Context: an optimization exercise on an open-source flow, tuned for small area, a short achievable clock period and few clock cycles per item. The choices shown serve that exercise and are no tape-out recipe. At most, simulation tests tie the RTL to the original design; equivalence was not proved. Power and IR drop assume default switching activity.

==> module gsc_classify, before the edit <==
module gsc_classify (
    input  wire [63:0]  w,
    input  wire [63:0]  h0,
    input  wire [63:0]  h1,
    input  wire [63:0]  h2,
    input  wire [63:0]  h3,
    output wire [104:0] pp
);
    wire [63:0] d [0:14];
    wire [63:0] p12, p13, p23;
    assign d[0] = w;
    gsc_xor64 u_x1  (.a(w),    .b(h0),  .y(d[1]));
    gsc_xor64 u_x2  (.a(w),    .b(h1),  .y(d[2]));
    gsc_xor64 u_x3  (.a(w),    .b(h2),  .y(d[3]));
    gsc_xor64 u_x4  (.a(w),    .b(h3),  .y(d[4]));
    gsc_xor64 u_p12 (.a(h1),   .b(h2),  .y(p12));
    gsc_xor64 u_p13 (.a(h1),   .b(h3),  .y(p13));
    gsc_xor64 u_p23 (.a(h2),   .b(h3),  .y(p23));
    gsc_xor64 u_x5  (.a(d[1]), .b(h1),  .y(d[5]));     
    gsc_xor64 u_x6  (.a(d[1]), .b(h2),  .y(d[6]));     
    gsc_xor64 u_x7  (.a(d[1]), .b(h3),  .y(d[7]));     
    gsc_xor64 u_x8  (.a(d[2]), .b(h2),  .y(d[8]));     
    gsc_xor64 u_x9  (.a(d[2]), .b(h3),  .y(d[9]));     
    gsc_xor64 u_x10 (.a(d[3]), .b(h3),  .y(d[10]));    
    gsc_xor64 u_x11 (.a(d[1]), .b(p12), .y(d[11]));    
    gsc_xor64 u_x12 (.a(d[1]), .b(p13), .y(d[12]));    
    gsc_xor64 u_x13 (.a(d[1]), .b(p23), .y(d[13]));    
    gsc_xor64 u_x14 (.a(d[2]), .b(p23), .y(d[14]));    
    genvar g;
    generate
        for (g = 0; g < 15; g = g + 1) begin : g_pred
            gsc_preds u_preds (.w(d[g]), .p(pp[7*g +: 7]));
        end
    endgenerate
endmodule
==> module gsc_select, before the edit <==
module gsc_select (
    input  wire [104:0] pp,
    output reg  [4:0]   id,
    output reg  [6:0]   cost
);
    wire [6:0] lv0 = pp[6:0];
    wire [6:0] lv1 = pp[13:7]  | pp[20:14] | pp[27:21] | pp[34:28];
    wire [6:0] lv2 = pp[41:35] | pp[48:42] | pp[55:49] | pp[62:56] |
                     pp[69:63] | pp[76:70];
    wire [6:0] lv3 = pp[83:77] | pp[90:84] | pp[97:91] | pp[104:98];
    wire [27:0] match;
    genvar g;
    generate
        for (g = 0; g < 7; g = g + 1) begin : g_match
            assign match[4*g + 0] = lv0[g];
            assign match[4*g + 1] = lv1[g];
            assign match[4*g + 2] = lv2[g];
            assign match[4*g + 3] = lv3[g];
        end
    endgenerate
    localparam [139:0] CAT_IDS = {
        5'd27, 5'd26, 5'd25, 5'd24, 5'd23, 5'd22, 5'd21, 5'd20,
        5'd19, 5'd11, 5'd18, 5'd15, 5'd10, 5'd17, 5'd14, 5'd9,
        5'd13, 5'd16, 5'd8,  5'd7,  5'd12, 5'd3,  5'd6,  5'd2,
        5'd5,  5'd1,  5'd4,  5'd0 };
    localparam [48:0] DATA_SIZE = {
        7'd35, 7'd19, 7'd11, 7'd9, 7'd11, 7'd3, 7'd2 };
    integer c;
    reg [4:0] pid;
    always @(*) begin
        id   = 5'd31;
        cost = 7'd65;
        for (c = 27; c >= 0; c = c - 1) begin
            pid = CAT_IDS[5*c +: 5];
            if (match[pid]) begin
                id   = pid;
                cost = DATA_SIZE[7*pid[4:2] +: 7] + {4'd0, pid[1:0], 1'b0};
            end
        end
    end
endmodule
==> module gsc_compressor, before the edit <==
module gsc_compressor (
    input  wire        clk,
    input  wire        rst,         
    input  wire        in_valid,
    output wire        in_ready,
    input  wire [1:0]  in_sid,
    input  wire [63:0] in_word,
    output reg         out_valid,
    output reg  [4:0]  out_id,      
    output reg  [6:0]  out_cost,
    output reg         out_last,    
    output reg  [10:0] out_total    
);
    assign in_ready = 1'b1;
    reg [63:0] win [0:15];          
    reg [1:0]  ptr [0:3];           
    reg [3:0]  full;                
    reg        v1;
    reg [63:0] w1;
    reg [3:0]  sel1;                
    always @(posedge clk) begin
        v1   <= in_valid && !rst;
        w1   <= in_word;
        sel1 <= 4'b0001 << in_sid;
    end
    wire [3:0] vld [0:3];
    wire [15:0] we;                 
    genvar gs, gk;
    generate
        for (gs = 0; gs < 4; gs = gs + 1) begin : g_st
            assign vld[gs] = {4{full[gs]}} |
                             {1'b0, &ptr[gs], ptr[gs][1], |ptr[gs]};
            for (gk = 0; gk < 4; gk = gk + 1) begin : g_we
                assign we[4*gs + gk] = v1 && sel1[gs] && ptr[gs] == gk;
            end
            always @(posedge clk) begin
                if (rst) begin
                    ptr[gs]  <= 2'd0;
                    full[gs] <= 1'b0;
                end else if (v1 && sel1[gs]) begin
                    ptr[gs] <= ptr[gs] + 2'd1;
                    if (&ptr[gs])
                        full[gs] <= 1'b1;
                end
            end
        end
        for (gs = 0; gs < 16; gs = gs + 1) begin : g_w
            always @(posedge clk)
                if (we[gs])
                    win[gs] <= w1;
        end
    endgenerate
    wire [63:0] h [0:3];
    generate
        for (gk = 0; gk < 4; gk = gk + 1) begin : g_rd
            wire [3:0] pick = sel1 & {vld[3][gk], vld[2][gk], vld[1][gk], vld[0][gk]};
            gsc_rdmux u_rd (
                .pick(pick), .set(gk == 0 ? ~|pick : 1'b0),
                .e0(win[gk]), .e1(win[4 + gk]), .e2(win[8 + gk]), .e3(win[12 + gk]),
                .y(h[gk])
            );
        end
    endgenerate
    reg        v2;
    reg [63:0] w2;
    reg [63:0] h2 [0:3];
    always @(posedge clk) begin
        v2    <= v1 && !rst;
        w2    <= w1;
        h2[0] <= h[0];
        h2[1] <= h[1];
        h2[2] <= h[2];
        h2[3] <= h[3];
    end
    wire [104:0] pp2;
    gsc_classify u_classify (
        .w(w2), .h0(h2[0]), .h1(h2[1]), .h2(h2[2]), .h3(h2[3]), .pp(pp2)
    );
    reg        v3;
    reg [104:0] pp3;
    always @(posedge clk) begin
        v3  <= v2 && !rst;
        pp3 <= pp2;
    end
    wire [4:0] sel_id;
    wire [6:0] sel_cost;
    gsc_select u_select (.pp(pp3), .id(sel_id), .cost(sel_cost));
    reg  [3:0]  word_cnt;
    wire [10:0] sum = (word_cnt == 4'd0 ? 11'd0 : out_total) + {4'd0, sel_cost};
    always @(posedge clk) begin
        if (rst) begin
            out_valid <= 1'b0;
            word_cnt  <= 4'd0;
        end else begin
            out_valid <= v3;
            if (v3)
                word_cnt <= word_cnt + 4'd1;
        end
    end
    always @(posedge clk) begin
        out_id   <= sel_id;
        out_cost <= sel_cost;
        out_last <= (word_cnt == 4'd15);
        if (v3)
            out_total <= sum;
    end
endmodule
clock: 10.0 ns
lec_check: 0
cap_margin: 30
core_margin: 2
core_utilization: 50
place_density: 0.65
slew_margin: 30
synth_hierarchical: 1
standard.sh (not shown) runs the stock make flow with config.mk's settings and CLKGATE_MAP_FILE= SYNTH_SCRIPT=/design/flow/synth_recipe.tcl, a recipe that flattens the netlist after the stock synthesis.
==> flow/flow/run.sh <==
#!/bin/bash
set -euo pipefail
MARGIN=6.7
CTS="-sink_clustering_enable -repair_clock_nets -dont_use_dummy_load -sink_clustering_size 20 -sink_clustering_max_diameter 100"
PORTS="-buffer_cell sky130_fd_sc_hd__buf_2"
bash standard.sh SETUP_SLACK_MARGIN=$MARGIN "CTS_ARGS=$CTS" "BUFFER_PORTS_ARGS=$PORTS" finish > standard_finish.log 2>&1
The starting point produced a clean layout.
Edit:
--- a/flow/design.v
+++ b/flow/design.v
@@ -41,12 +41,12 @@
     assign p[6] = (&rz[7:4] & ~w[31]) | (&ro[7:4] & w[31]);
 endmodule
 module gsc_classify (
-    input  wire [63:0]  w,
-    input  wire [63:0]  h0,
-    input  wire [63:0]  h1,
-    input  wire [63:0]  h2,
-    input  wire [63:0]  h3,
-    output wire [104:0] pp
+    input  wire [63:0] w,
+    input  wire [63:0] h0,
+    input  wire [63:0] h1,
+    input  wire [63:0] h2,
+    input  wire [63:0] h3,
+    output wire [55:0] pm
 );
     wire [63:0] d [0:14];
     wire [63:0] p12, p13, p23;
@@ -68,12 +68,21 @@
     gsc_xor64 u_x12 (.a(d[1]), .b(p13), .y(d[12]));    
     gsc_xor64 u_x13 (.a(d[1]), .b(p23), .y(d[13]));    
     gsc_xor64 u_x14 (.a(d[2]), .b(p23), .y(d[14]));    
+    wire [6:0] p [0:14];
     genvar g;
     generate
         for (g = 0; g < 15; g = g + 1) begin : g_pred
-            gsc_preds u_preds (.w(d[g]), .p(pp[7*g +: 7]));
-        end
-    endgenerate
+            gsc_preds u_preds (.w(d[g]), .p(p[g]));
+        end
+    endgenerate
+    assign pm[ 6: 0] = p[0];
+    assign pm[13: 7] = p[1]  | p[2];
+    assign pm[20:14] = p[3]  | p[4];
+    assign pm[27:21] = p[5]  | p[6];
+    assign pm[34:28] = p[7]  | p[8];
+    assign pm[41:35] = p[9]  | p[10];
+    assign pm[48:42] = p[11] | p[12];
+    assign pm[55:49] = p[13] | p[14];
 endmodule
 module gsc_xor64 (
     input  wire [63:0] a,
@@ -95,15 +104,14 @@
                ({64{pick[2]}} & e2) | ({64{pick[3]}} & e3) | {64{set}};
 endmodule
 module gsc_select (
-    input  wire [104:0] pp,
-    output reg  [4:0]   id,
-    output reg  [6:0]   cost
-);
-    wire [6:0] lv0 = pp[6:0];
-    wire [6:0] lv1 = pp[13:7]  | pp[20:14] | pp[27:21] | pp[34:28];
-    wire [6:0] lv2 = pp[41:35] | pp[48:42] | pp[55:49] | pp[62:56] |
-                     pp[69:63] | pp[76:70];
-    wire [6:0] lv3 = pp[83:77] | pp[90:84] | pp[97:91] | pp[104:98];
+    input  wire [55:0] pm,
+    output reg  [4:0]  id,
+    output reg  [6:0]  cost
+);
+    wire [6:0] lv0 = pm[6:0];
+    wire [6:0] lv1 = pm[13:7]  | pm[20:14];
+    wire [6:0] lv2 = pm[27:21] | pm[34:28] | pm[41:35];
+    wire [6:0] lv3 = pm[48:42] | pm[55:49];
     wire [27:0] match;
     genvar g;
     generate
@@ -209,19 +217,19 @@
         h2[2] <= h[2];
         h2[3] <= h[3];
     end
-    wire [104:0] pp2;
+    wire [55:0] pm2;
     gsc_classify u_classify (
-        .w(w2), .h0(h2[0]), .h1(h2[1]), .h2(h2[2]), .h3(h2[3]), .pp(pp2)
+        .w(w2), .h0(h2[0]), .h1(h2[1]), .h2(h2[2]), .h3(h2[3]), .pm(pm2)
     );
     reg        v3;
-    reg [104:0] pp3;
+    reg [55:0] pm3;
     always @(posedge clk) begin
         v3  <= v2 && !rst;
-        pp3 <= pp2;
+        pm3 <= pm2;
     end
     wire [4:0] sel_id;
     wire [6:0] sel_cost;
-    gsc_select u_select (.pp(pp3), .id(sel_id), .cost(sel_cost));
+    gsc_select u_select (.pm(pm3), .id(sel_id), .cost(sel_cost));
     reg  [3:0]  word_cnt;
     wire [10:0] sum = (word_cnt == 4'd0 ? 11'd0 : out_total) + {4'd0, sel_cost};
     always @(posedge clk) begin
Power decreases by 1.7%.
Die area decreases by 1.1%.
Synthesized area went down by 1.1%.
Sequential power is lower by 3.8%.
Critical path depth goes down by 4.
Non-clock buffer count increases by 32.
Synthesized cell count is about the same.
Via count went up by 1.4%.
Clock power fell by about 2%.
Setup slack gets better by 0.23 ns.
Design area came out lower by 1.1%.
Combinational power rises by about 6%.
Utilization went up by 0.13 points.
Clock skew goes down by 0.012 ns.
Testbench counts after the change, summed over its fixed seeds: cycles 32,800, items 32,768.
No functional check of the RTL was part of the first run of this note.

-- what the ideal ports hide --
In the flow no input, the clock included, has a driving cell. The finished layouts below were timed again as built, in two steps.
Step 1: set_driving_cell puts a clkbuf_16 on clk and a buf_2 on each other input, an assumption about the parent block.
Step 2 times the ports against the registers' clock, not the clock port: input delays grow and output delays shrink by t, the midpoint of the rising clock arrivals with the driver on.
Three values: ideal, step 1, step 2; two values: the first two.
| run | t (ns) | slack for setup (ns) | latest minus earliest clock arrival (ns) |
|---|---|---|---|
| the first run | 0.811 | 6.349 / 6.349 / 6.349 | 0.113 / 0.113 |
| the second run | 0.815 | 6.581 / 6.581 / 6.581 | 0.103 / 0.103 |
After both steps setup and hold are still met in every run listed.
